This design comes from an exercise in tuning for small area on the open sky130 flow, not from production work. Only simulation tests tie the RTL to the original design; equivalence was not proved. The flow treats the clock pin as an ideal source. Dropping or thinning the clock tree relies on that and would not hold on a real chip. Power is estimated from default activity; no workload was simulated.

==> flow/design.v (excerpt) <==
module mpc_codec (
    input  wire       clk,
    input  wire       rst,           
    input  wire [1:0] d_op,          
    input  wire [7:0] d_data,        
    output wire [1:0] d_cnt,         
    output wire [7:0] d_char0,
    output wire [7:0] d_char1,
    output wire [1:0] d_fault,       
    output wire       d_query,
    input  wire [1:0] e_op,          
    input  wire [7:0] e_char,
    output wire [1:0] e_cnt,         
    output wire [7:0] e_byte0,
    output wire [7:0] e_byte1,
    output wire [7:0] e_byte2,
    output wire       e_fault,       
    output wire [2:0] s_ustate,
    output wire [7:0] s_buf2,
    output wire       s_packing,
    output wire       s_pend_valid,
    output wire [7:0] s_pend
);
==> flow/config.mk <==
export PLATFORM = sky130hd
export DESIGN_NAME = mpc_codec
export DESIGN_NICKNAME = mpc_codec
export VERILOG_FILES = /design/flow/design.v
export SDC_FILE = /design/flow/constraint.sdc
export NUM_CORES = 4
export LEC_CHECK = 0
export ABC_AREA = 1
export CAP_MARGIN = 20
export CORE_MARGIN = 2
export CORE_UTILIZATION = 40
export SLEW_MARGIN = 20
==> flow/constraint.sdc <==
create_clock -name core_clock -period 10.0 [get_ports {clk}]
set_input_delay 2.0000 -clock core_clock [delete_from_list [all_inputs] [get_ports {clk}]]
set_output_delay 2.0000 -clock core_clock [all_outputs]
set_load 0.01 [all_outputs]
standard.sh (not shown) runs the stock make flow with config.mk's settings and CLKGATE_MAP_FILE= SYNTH_SCRIPT=/design/flow/synth_recipe.tcl, a recipe that flattens the netlist after the stock synthesis.
==> flow/flow/run.sh <==
#!/bin/bash
# Own layout flow: the standard synthesis, then the combinational logic
# re-mapped with a stronger ABC script (registers kept by name and cell type),
# then the standard layout with the smallest buffer on the ports and the
# clock tree's root buffer dropped.
set -euo pipefail
W=$PWD
R=$W/orfs/results/$FLOW_PLATFORM/mpc_codec/base
LIB=$FLOW_HOME/platforms/$FLOW_PLATFORM/lib/sky130_fd_sc_hd__tt_025C_1v80.lib

bash standard.sh synth > $W/1_standard_synth.log 2>&1
cp $R/1_2_yosys.v $W/standard_synth.v

# The combinational logic is re-mapped in four parts, one after the other:
# the logic in front of the decoder's outputs (after its registers), the rest
# of the decoder's logic (before its registers), the same for the encoder
# (which shares no logic with the decoder), then anything left. ABC's deep synthesis is randomised: each part runs
# eight seeds, four at a time, and keeps the smallest result.
FF_STOP=":-sky130_fd_sc_hd__dfxtp_1[D]:-sky130_fd_sc_hd__edfxtp_1[D,DE]"
DEC_OUTS="o:d_* o:s_ustate %u o:s_buf2 %u o:s_packing %u"
ENC_OUTS="o:e_* o:s_pend %u o:s_pend_valid %u"
run_part() {  # part first last input selection
  local part=$1 first=$2 last=$3 in=$4 sel=$5 wave s ext
  ext=il; [[ $last == 1 ]] && ext=v
  for wave in "1 2 3 4" "5 6 7 8"; do
    for s in $wave; do
      sed "s/@SEED@/$s/" $W/flow/remap.abc.in > $W/remap_${part}_$s.abc
      REMAP_FIRST=$first REMAP_LAST=$last REMAP_LIB=$LIB REMAP_IN=$in \
      REMAP_OUT=$W/part${part}_$s.$ext REMAP_TOP=$FLOW_TOP REMAP_SEL="$sel" \
      REMAP_ABC=$W/remap_${part}_$s.abc REMAP_STAT=$W/remap_stat_${part}_$s.txt \
        yosys -c $W/flow/remap_part.tcl > $W/2_remap_${part}_$s.log 2>&1 &
    done
    wait
  done
  for s in 1 2 3 4 5 6 7 8; do
    a=$(awk '/Chip area/ {print $NF}' $W/remap_stat_${part}_$s.txt 2>/dev/null || true)
    [[ -n "$a" && -s $W/part${part}_$s.$ext ]] && echo "$a $s"
  done | sort -g | head -1 | cut -d' ' -f2
}
b1=$(run_part 1 1 0 $W/standard_synth.v "$DEC_OUTS %ci*$FF_STOP")
b2=""; b3=""; b4=""
[[ -n "$b1" ]] && b2=$(run_part 2 0 0 $W/part1_$b1.il "$DEC_OUTS %ci*")
[[ -n "$b2" ]] && b3=$(run_part 3 0 0 $W/part2_$b2.il "$ENC_OUTS %ci*$FF_STOP")
[[ -n "$b3" ]] && b4=$(run_part 4 0 1 $W/part3_$b3.il "*")
echo "remap: seeds ${b1:-none} ${b2:-none} ${b3:-none} ${b4:-none}" > $W/2_remap_choice.log
if [[ -n "$b4" ]]; then
  cp $W/part4_$b4.v $W/remapped.v
  cp $W/remapped.v $R/1_2_yosys.v
fi
rm -f $R/1_synth.odb
export BUFFER_PORTS_ARGS="-buffer_cell sky130_fd_sc_hd__buf_1"
export CTS_ARGS="-sink_clustering_enable -repair_clock_nets -buf_list sky130_fd_sc_hd__clkbuf_4 -sink_clustering_size 14 -sink_clustering_max_diameter 100 -dont_use_dummy_load"
bash standard.sh cts > $W/3_standard_to_cts.log 2>&1
cp $R/4_1_cts.odb $W/cts_with_root.odb
DROP_IN=$W/cts_with_root.odb DROP_OUT=$R/4_1_cts.odb DROP_CLK=clk \
  openroad -no_init -exit $W/flow/drop_root.tcl > $W/4_drop_root.log 2>&1
cp $R/4_1_cts.odb $R/4_cts.odb
touch $R/4_cts.sdc
bash standard.sh > $W/5_standard_layout.log 2>&1
==> flow/flow/remap_part.tcl <==
# Re-map one part of the standard synthesis netlist with ABC.
# REMAP_FIRST 1: read the standard netlist (REMAP_IN, Verilog), keep registers
#   and tie cells as instances and flatten the rest into gates; otherwise read
#   the RTLIL a previous part wrote.
# Map the gates in the selection REMAP_SEL that are not mapped yet.
# REMAP_LAST 1: finish the netlist and write it as Verilog; otherwise write
#   RTLIL for the next part. Writes the mapped cell area to REMAP_STAT.
yosys -import
set lib $::env(REMAP_LIB)
set keep [list sky130_fd_sc_hd__dfxtp_1 sky130_fd_sc_hd__edfxtp_1 sky130_fd_sc_hd__dfrtp_1 \
             sky130_fd_sc_hd__dfstp_1 sky130_fd_sc_hd__sdfxtp_1 sky130_fd_sc_hd__conb_1]
set dont {-dont_use *probe* -dont_use *lpflow*}
if { $::env(REMAP_FIRST) } {
  read_liberty -ignore_miss_func $lib
  foreach m $keep {
    catch {setattr -mod -set keep_hierarchy 1 $m}
  }
  read_verilog $::env(REMAP_IN)
  hierarchy -top $::env(REMAP_TOP)
  flatten
  # wires inside the flattened library cells
  yosys rename -hide w:*.*
  opt -purge
  # the library's cells as black boxes, so that selections can follow the
  # cells ABC places through their pins
  read_liberty -lib -ignore_redef $lib
} else {
  read_rtlil $::env(REMAP_IN)
}
yosys cd $::env(REMAP_TOP)
select -set part {*}$::env(REMAP_SEL)
select -set gates @part {t:$_*} %i
abc -script $::env(REMAP_ABC) -liberty $lib {*}$dont @gates
yosys cd ..
if { $::env(REMAP_LAST) } {
  foreach m $keep { catch {blackbox $m} }
  hierarchy -top $::env(REMAP_TOP)
  opt_clean -purge
  splitnets
  opt_clean -purge
  hilomap -singleton -hicell sky130_fd_sc_hd__conb_1 HI -locell sky130_fd_sc_hd__conb_1 LO
  insbuf -buf sky130_fd_sc_hd__buf_1 A X
  # the check refuses names with '/' or ':'
# left out here: hide names made inside functions
  write_verilog -noattr -nohex -nodec $::env(REMAP_OUT)
  tee -o $::env(REMAP_STAT) stat -liberty $lib $::env(REMAP_TOP)
} else {
  opt_clean -purge
  write_rtlil $::env(REMAP_OUT)
  tee -o $::env(REMAP_STAT) stat -liberty $lib $::env(REMAP_TOP)
}
Other scripts of this flow, unchanged in this note and not shown: flow/flow/drop_root.tcl, flow/flow/remap.abc.in
The first run completed without violations.
==> next run, changes <==
--- a/flow/flow/run.sh
+++ b/flow/flow/run.sh
@@ -13,6 +13,6 @@
 
-# The combinational logic is re-mapped in four parts, one after the other:
+# The combinational logic is re-mapped in three parts, one after the other:
 # the logic in front of the decoder's outputs (after its registers), the rest
-# of the decoder's logic (before its registers), the same for the encoder
-# (which shares no logic with the decoder), then anything left. ABC's deep synthesis is randomised: each part runs
+# of the decoder's logic (before its registers), then the rest (the encoder,
+# which shares no logic with the decoder). ABC's deep synthesis is randomised: each part runs
 # eight seeds, four at a time, and keeps the smallest result.
@@ -20,3 +20,2 @@
 DEC_OUTS="o:d_* o:s_ustate %u o:s_buf2 %u o:s_packing %u"
-ENC_OUTS="o:e_* o:s_pend %u o:s_pend_valid %u"
 run_part() {  # part first last input selection
@@ -40,9 +39,8 @@
 b1=$(run_part 1 1 0 $W/standard_synth.v "$DEC_OUTS %ci*$FF_STOP")
-b2=""; b3=""; b4=""
+b2=""; b3=""
 [[ -n "$b1" ]] && b2=$(run_part 2 0 0 $W/part1_$b1.il "$DEC_OUTS %ci*")
-[[ -n "$b2" ]] && b3=$(run_part 3 0 0 $W/part2_$b2.il "$ENC_OUTS %ci*$FF_STOP")
-[[ -n "$b3" ]] && b4=$(run_part 4 0 1 $W/part3_$b3.il "*")
-echo "remap: seeds ${b1:-none} ${b2:-none} ${b3:-none} ${b4:-none}" > $W/2_remap_choice.log
-if [[ -n "$b4" ]]; then
-  cp $W/part4_$b4.v $W/remapped.v
+[[ -n "$b2" ]] && b3=$(run_part 3 0 1 $W/part2_$b2.il "*")
+echo "remap: seeds ${b1:-none} ${b2:-none} ${b3:-none}" > $W/2_remap_choice.log
+if [[ -n "$b3" ]]; then
+  cp $W/part3_$b3.v $W/remapped.v
   cp $W/remapped.v $R/1_2_yosys.v
Outcome: The changed run passed the timing, design-rule and antenna checks. Design area is unchanged. Cell count came out higher by 1.5%. Sequential power hardly moves. Utilization does not change. Via count came out lower by 2.6%. Die area stays the same. First-iteration DRC count is higher by 43%. Worst setup slack gets better by 0.37 ns. Clock skew shrinks by 0.0065 ns. Worst hold slack loses 0.0070 ns. Combinational power increases by 4.7%.
==> next run, changes <==
--- a/flow/flow/remap_part.tcl
+++ b/flow/flow/remap_part.tcl
@@ -23,5 +23,2 @@
   opt -purge
-  # the library's cells as black boxes, so that selections can follow the
-  # cells ABC places through their pins
-  read_liberty -lib -ignore_redef $lib
 } else {
What happened: Count of clock-buffer cells in the layout does not change; final area goes up by 3.7%; cell count goes up by 4.3%; total power goes down by 0.79%; worst hold slack is worse by 0.013 ns; synthesized cell count goes up by 5.9%; global-route usage hardly moves.

---

Starting RTL as in the previous note.
export LEC_CHECK = 0
export ABC_AREA = 1
export CAP_MARGIN = 20
export CORE_MARGIN = 2
export CORE_UTILIZATION = 40
export SLEW_MARGIN = 20
create_clock -name core_clock -period 10.0 [get_ports {clk}]
==> flow/flow/run.sh <==
#!/bin/bash
# Own layout flow: the standard synthesis, then the combinational logic
# re-mapped with a stronger ABC script (registers kept by name and cell type),
# then the standard layout with the smallest buffer on the ports.
set -euo pipefail
W=$PWD
R=$W/orfs/results/$FLOW_PLATFORM/mpc_codec/base
LIB=$FLOW_HOME/platforms/$FLOW_PLATFORM/lib/sky130_fd_sc_hd__tt_025C_1v80.lib

bash standard.sh synth > $W/1_standard_synth.log 2>&1
cp $R/1_2_yosys.v $W/standard_synth.v

REMAP_LIB=$LIB REMAP_IN=$W/standard_synth.v REMAP_OUT=$W/remapped.v REMAP_TOP=$FLOW_TOP \
REMAP_ABC=$W/flow/remap.abc REMAP_STAT=$W/remap_stat.txt \
  yosys -c $W/flow/remap.tcl > $W/2_remap.log 2>&1

cp $W/remapped.v $R/1_2_yosys.v
rm -f $R/1_synth.odb
export BUFFER_PORTS_ARGS="-buffer_cell sky130_fd_sc_hd__buf_1"
export CTS_ARGS="-sink_clustering_enable -repair_clock_nets -buf_list sky130_fd_sc_hd__clkbuf_4 -sink_clustering_size 20 -dont_use_dummy_load"
bash standard.sh > $W/3_standard_layout.log 2>&1
==> flow/flow/remap.abc <==
strash
&get -n
&st
&deepsyn -T 20
&dch -f
&nf -R 1000
&put
==> flow/flow/remap.tcl <==
# Re-map the combinational logic of the standard synthesis netlist with a
# stronger ABC script. Registers (and tie cells) are kept as instances, so
# their names and cell types stay those of the standard synthesis.
yosys -import
set lib $::env(REMAP_LIB)
read_liberty -ignore_miss_func $lib
set keep [list sky130_fd_sc_hd__dfxtp_1 sky130_fd_sc_hd__edfxtp_1 sky130_fd_sc_hd__dfrtp_1 \
             sky130_fd_sc_hd__dfstp_1 sky130_fd_sc_hd__sdfxtp_1 sky130_fd_sc_hd__conb_1]
foreach m $keep {
  catch {setattr -mod -set keep_hierarchy 1 $m}
}
read_verilog $::env(REMAP_IN)
hierarchy -top $::env(REMAP_TOP)
flatten
# wires inside the flattened library cells
yosys rename -hide w:*.*
opt -purge
set dont {-dont_use *probe* -dont_use *lpflow*}
abc -script $::env(REMAP_ABC) -liberty $lib {*}$dont
foreach m $keep { blackbox $m }
hierarchy -top $::env(REMAP_TOP)
opt_clean -purge
splitnets
opt_clean -purge
hilomap -singleton -hicell sky130_fd_sc_hd__conb_1 HI -locell sky130_fd_sc_hd__conb_1 LO
insbuf -buf sky130_fd_sc_hd__buf_1 A X
# the check refuses names with '/' or ':'
# left out here: hide names made inside functions
tee -o $::env(REMAP_STAT) stat -top $::env(REMAP_TOP) -liberty $lib
write_verilog -noattr -nohex -nodec $::env(REMAP_OUT)
Rerun with:
--- a/flow/flow/run.sh
+++ b/flow/flow/run.sh
@@ -19,3 +19,2 @@
 export BUFFER_PORTS_ARGS="-buffer_cell sky130_fd_sc_hd__buf_1"
-export CTS_ARGS="-sink_clustering_enable -repair_clock_nets -buf_list sky130_fd_sc_hd__clkbuf_4 -sink_clustering_size 20 -dont_use_dummy_load"
 bash standard.sh > $W/3_standard_layout.log 2>&1
What happened:
- The new run finished clean
- total power is higher by 9.5%
- fmax is higher by 1.4%
- final cell count is higher by 0.75%
- cell area is higher by 1.7%
- worst setup slack gains 64 ps
Rerun with:
--- a/flow/flow/run.sh
+++ b/flow/flow/run.sh
@@ -19,2 +19,3 @@
 export BUFFER_PORTS_ARGS="-buffer_cell sky130_fd_sc_hd__buf_1"
+export CTS_ARGS="-sink_clustering_enable -repair_clock_nets -buf_list sky130_fd_sc_hd__clkbuf_8 -sink_clustering_size 40 -sink_clustering_max_diameter 200 -dont_use_dummy_load"
 bash standard.sh > $W/3_standard_layout.log 2>&1
The changed run completed without violations.
Global-route usage hardly moves.
Clock power is lower by a little under a tenth.
Cell count is lower slightly.
Total power is lower by a few percent.
Synthesized cell count stays the same.
Synthesized area is unchanged.
Design area is lower slightly.
Register-to-register slack hardly moves.
Critical path depth does not change.
Clock-buffer cell count is lower by 2.
Die area does not change.
Rerun with:
==> flow/flow/run.sh (replaced) <==
#!/bin/bash
# Own layout flow: the standard synthesis, then the combinational logic
# re-mapped with a stronger ABC script (registers kept by name and cell type),
# then the standard layout with the smallest buffer on the ports.
set -euo pipefail
W=$PWD
R=$W/orfs/results/$FLOW_PLATFORM/mpc_codec/base
LIB=$FLOW_HOME/platforms/$FLOW_PLATFORM/lib/sky130_fd_sc_hd__tt_025C_1v80.lib

bash standard.sh synth > $W/1_standard_synth.log 2>&1
cp $R/1_2_yosys.v $W/standard_synth.v

# ABC's deep synthesis is randomised: run it with four seeds at once and keep
# the smallest netlist
for s in 1 2 3 4; do
  sed "s/@SEED@/$s/" $W/flow/remap.abc.in > $W/remap_$s.abc
  REMAP_LIB=$LIB REMAP_IN=$W/standard_synth.v REMAP_OUT=$W/remapped_$s.v REMAP_TOP=$FLOW_TOP \
  REMAP_ABC=$W/remap_$s.abc REMAP_STAT=$W/remap_stat_$s.txt \
    yosys -c $W/flow/remap.tcl > $W/2_remap_$s.log 2>&1 &
done
wait
best=$(for s in 1 2 3 4; do
  a=$(awk '/Chip area/ {print $NF}' $W/remap_stat_$s.txt 2>/dev/null || true)
  [[ -n "$a" ]] && echo "$a $s"
done | sort -g | head -1 | cut -d' ' -f2)
echo "remap: best seed ${best:-none}" > $W/2_remap_choice.log
if [[ -n "$best" ]]; then
  cp $W/remapped_$best.v $W/remapped.v
  cp $W/remapped.v $R/1_2_yosys.v
fi
rm -f $R/1_synth.odb
export BUFFER_PORTS_ARGS="-buffer_cell sky130_fd_sc_hd__buf_1"
export CTS_ARGS="-sink_clustering_enable -repair_clock_nets -buf_list sky130_fd_sc_hd__clkbuf_4 -sink_clustering_size 20 -sink_clustering_max_diameter 100 -dont_use_dummy_load"
bash standard.sh > $W/3_standard_layout.log 2>&1
==> flow/flow/remap.abc.in (new file) <==
strash
&get -n
&st
&deepsyn -T 30 -S @SEED@
&dch -f
&nf -R 1000
&put
removed: flow/flow/remap.abc
Result:
- sequential share of layout area climbs by 0.86 points
- synthesized cell count stays the same
- core utilization rises by 1.1 points
- clock-buffer cell count is unchanged
- sequential power stays flat
- critical path depth grows by 1
- design area goes down by about 2.4%
- via count goes up by 0.89%
Rerun with:
--- a/flow/flow/run.sh
+++ b/flow/flow/run.sh
@@ -12,12 +12,14 @@
 
-# ABC's deep synthesis is randomised: run it with four seeds at once and keep
-# the smallest netlist
-for s in 1 2 3 4; do
-  sed "s/@SEED@/$s/" $W/flow/remap.abc.in > $W/remap_$s.abc
-  REMAP_LIB=$LIB REMAP_IN=$W/standard_synth.v REMAP_OUT=$W/remapped_$s.v REMAP_TOP=$FLOW_TOP \
-  REMAP_ABC=$W/remap_$s.abc REMAP_STAT=$W/remap_stat_$s.txt \
-    yosys -c $W/flow/remap.tcl > $W/2_remap_$s.log 2>&1 &
+# ABC's deep synthesis is randomised: run it with eight seeds, four at a
+# time, and keep the smallest netlist
+for wave in "1 2 3 4" "5 6 7 8"; do
+  for s in $wave; do
+    sed "s/@SEED@/$s/" $W/flow/remap.abc.in > $W/remap_$s.abc
+    REMAP_LIB=$LIB REMAP_IN=$W/standard_synth.v REMAP_OUT=$W/remapped_$s.v REMAP_TOP=$FLOW_TOP \
+    REMAP_ABC=$W/remap_$s.abc REMAP_STAT=$W/remap_stat_$s.txt \
+      yosys -c $W/flow/remap.tcl > $W/2_remap_$s.log 2>&1 &
+  done
+  wait
 done
-wait
-best=$(for s in 1 2 3 4; do
+best=$(for s in 1 2 3 4 5 6 7 8; do
   a=$(awk '/Chip area/ {print $NF}' $W/remap_stat_$s.txt 2>/dev/null || true)
@@ -32,3 +34,3 @@
 export BUFFER_PORTS_ARGS="-buffer_cell sky130_fd_sc_hd__buf_1"
-export CTS_ARGS="-sink_clustering_enable -repair_clock_nets -buf_list sky130_fd_sc_hd__clkbuf_4 -sink_clustering_size 20 -sink_clustering_max_diameter 100 -dont_use_dummy_load"
+export CTS_ARGS="-sink_clustering_enable -repair_clock_nets -buf_list sky130_fd_sc_hd__clkbuf_4 -sink_clustering_size 14 -sink_clustering_max_diameter 100 -dont_use_dummy_load"
 bash standard.sh > $W/3_standard_layout.log 2>&1
Effect:
- The changed run finished with timing, DRC and antenna clean
- total power is unchanged
- wire length does not change
- sequential power hardly moves
- sequential share of layout area stays the same
- cell count is unchanged
- setup slack does not change
Rerun with:
==> flow/flow/run.sh (replaced) <==
#!/bin/bash
# Own layout flow: the standard synthesis, then the combinational logic
# re-mapped with a stronger ABC script (registers kept by name and cell type),
# then the standard layout with the smallest buffer on the ports.
set -euo pipefail
W=$PWD
R=$W/orfs/results/$FLOW_PLATFORM/mpc_codec/base
LIB=$FLOW_HOME/platforms/$FLOW_PLATFORM/lib/sky130_fd_sc_hd__tt_025C_1v80.lib

bash standard.sh synth > $W/1_standard_synth.log 2>&1
cp $R/1_2_yosys.v $W/standard_synth.v

REMAP_LIB=$LIB REMAP_IN=$W/standard_synth.v REMAP_OUT=$W/remapped.v REMAP_TOP=$FLOW_TOP \
REMAP_ABC=$W/flow/remap.abc REMAP_STAT=$W/remap_stat.txt \
  yosys -c $W/flow/remap.tcl > $W/2_remap.log 2>&1

cp $W/remapped.v $R/1_2_yosys.v
rm -f $R/1_synth.odb
export BUFFER_PORTS_ARGS="-buffer_cell sky130_fd_sc_hd__buf_1"
export CTS_ARGS="-sink_clustering_enable -repair_clock_nets -buf_list sky130_fd_sc_hd__clkbuf_16 -sink_clustering_size 40 -sink_clustering_max_diameter 200 -dont_use_dummy_load"
bash standard.sh > $W/3_standard_layout.log 2>&1
==> flow/flow/remap.abc (new file) <==
strash
&get -n
&st
&deepsyn -T 20
&dch -f
&nf -R 1000
&put
removed: flow/flow/remap.abc.in
=> Total power increases by about a fifth; final area rises by a few percent; core utilization barely changes; die area climbs slightly; non-clock buffer count stays the same; worst setup slack is better by 22 ps; register-to-register slack is better by 140 ps; routed wire length rises slightly; area after synthesis came out higher slightly; first-iteration DRC count came out lower by about a fifth; via count does not change.

## re-timing with driven ports
The results above use ideal ports. As a check the final layouts listed here were re-extracted and re-timed, cells and wires unchanged. Step 1, drivers: a clkbuf_16 drives clk and a buf_2 each remaining input, both assumed. Step 2 moves the port delays by t, midway between the first and last clock arrival at a register: inputs arrive t later, outputs are due t later. That takes back most of the time a late clock gives input paths. Three values: ideal, step 1, step 2; two values: the first two.
run | t (ns) | setup WS [ns] | worst hold slack (ns) | pins driven straight from the clock port
the first run of note 1 | 0.190 | 5.256 / 5.218 / 5.407 | 0.518 / 0.518 / 0.518 | 4
the second run of note 1 | 0.196 | 5.628 / 5.589 / 5.785 | 0.511 / 0.511 / 0.511 | 4
the third run of note 1 | 0.199 | 5.645 / 5.602 / 5.800 | 0.499 / 0.499 / 0.499 | 4
the first run of note 2 | 0.353 | 5.185 / 5.161 / 5.515 | 0.585 / 0.585 / 0.585 | 1
the second run of note 2 | 0.299 | 5.250 / 5.225 / 5.524 | 0.581 / 0.581 / 0.581 | 1
the third run of note 2 | 0.295 | 5.255 / 5.230 / 5.525 | 0.580 / 0.580 / 0.580 | 1
the fourth run of note 2 | 0.346 | 5.245 / 5.223 / 5.568 | 0.524 / 0.524 / 0.524 | 1
the fifth run of note 2 | 0.346 | 5.245 / 5.223 / 5.568 | 0.524 / 0.524 / 0.524 | 1
the sixth run of note 2 | 0.298 | 5.268 / 5.238 / 5.537 | 0.581 / 0.581 / 0.581 | 1
After both steps setup and hold are still met in every run listed.
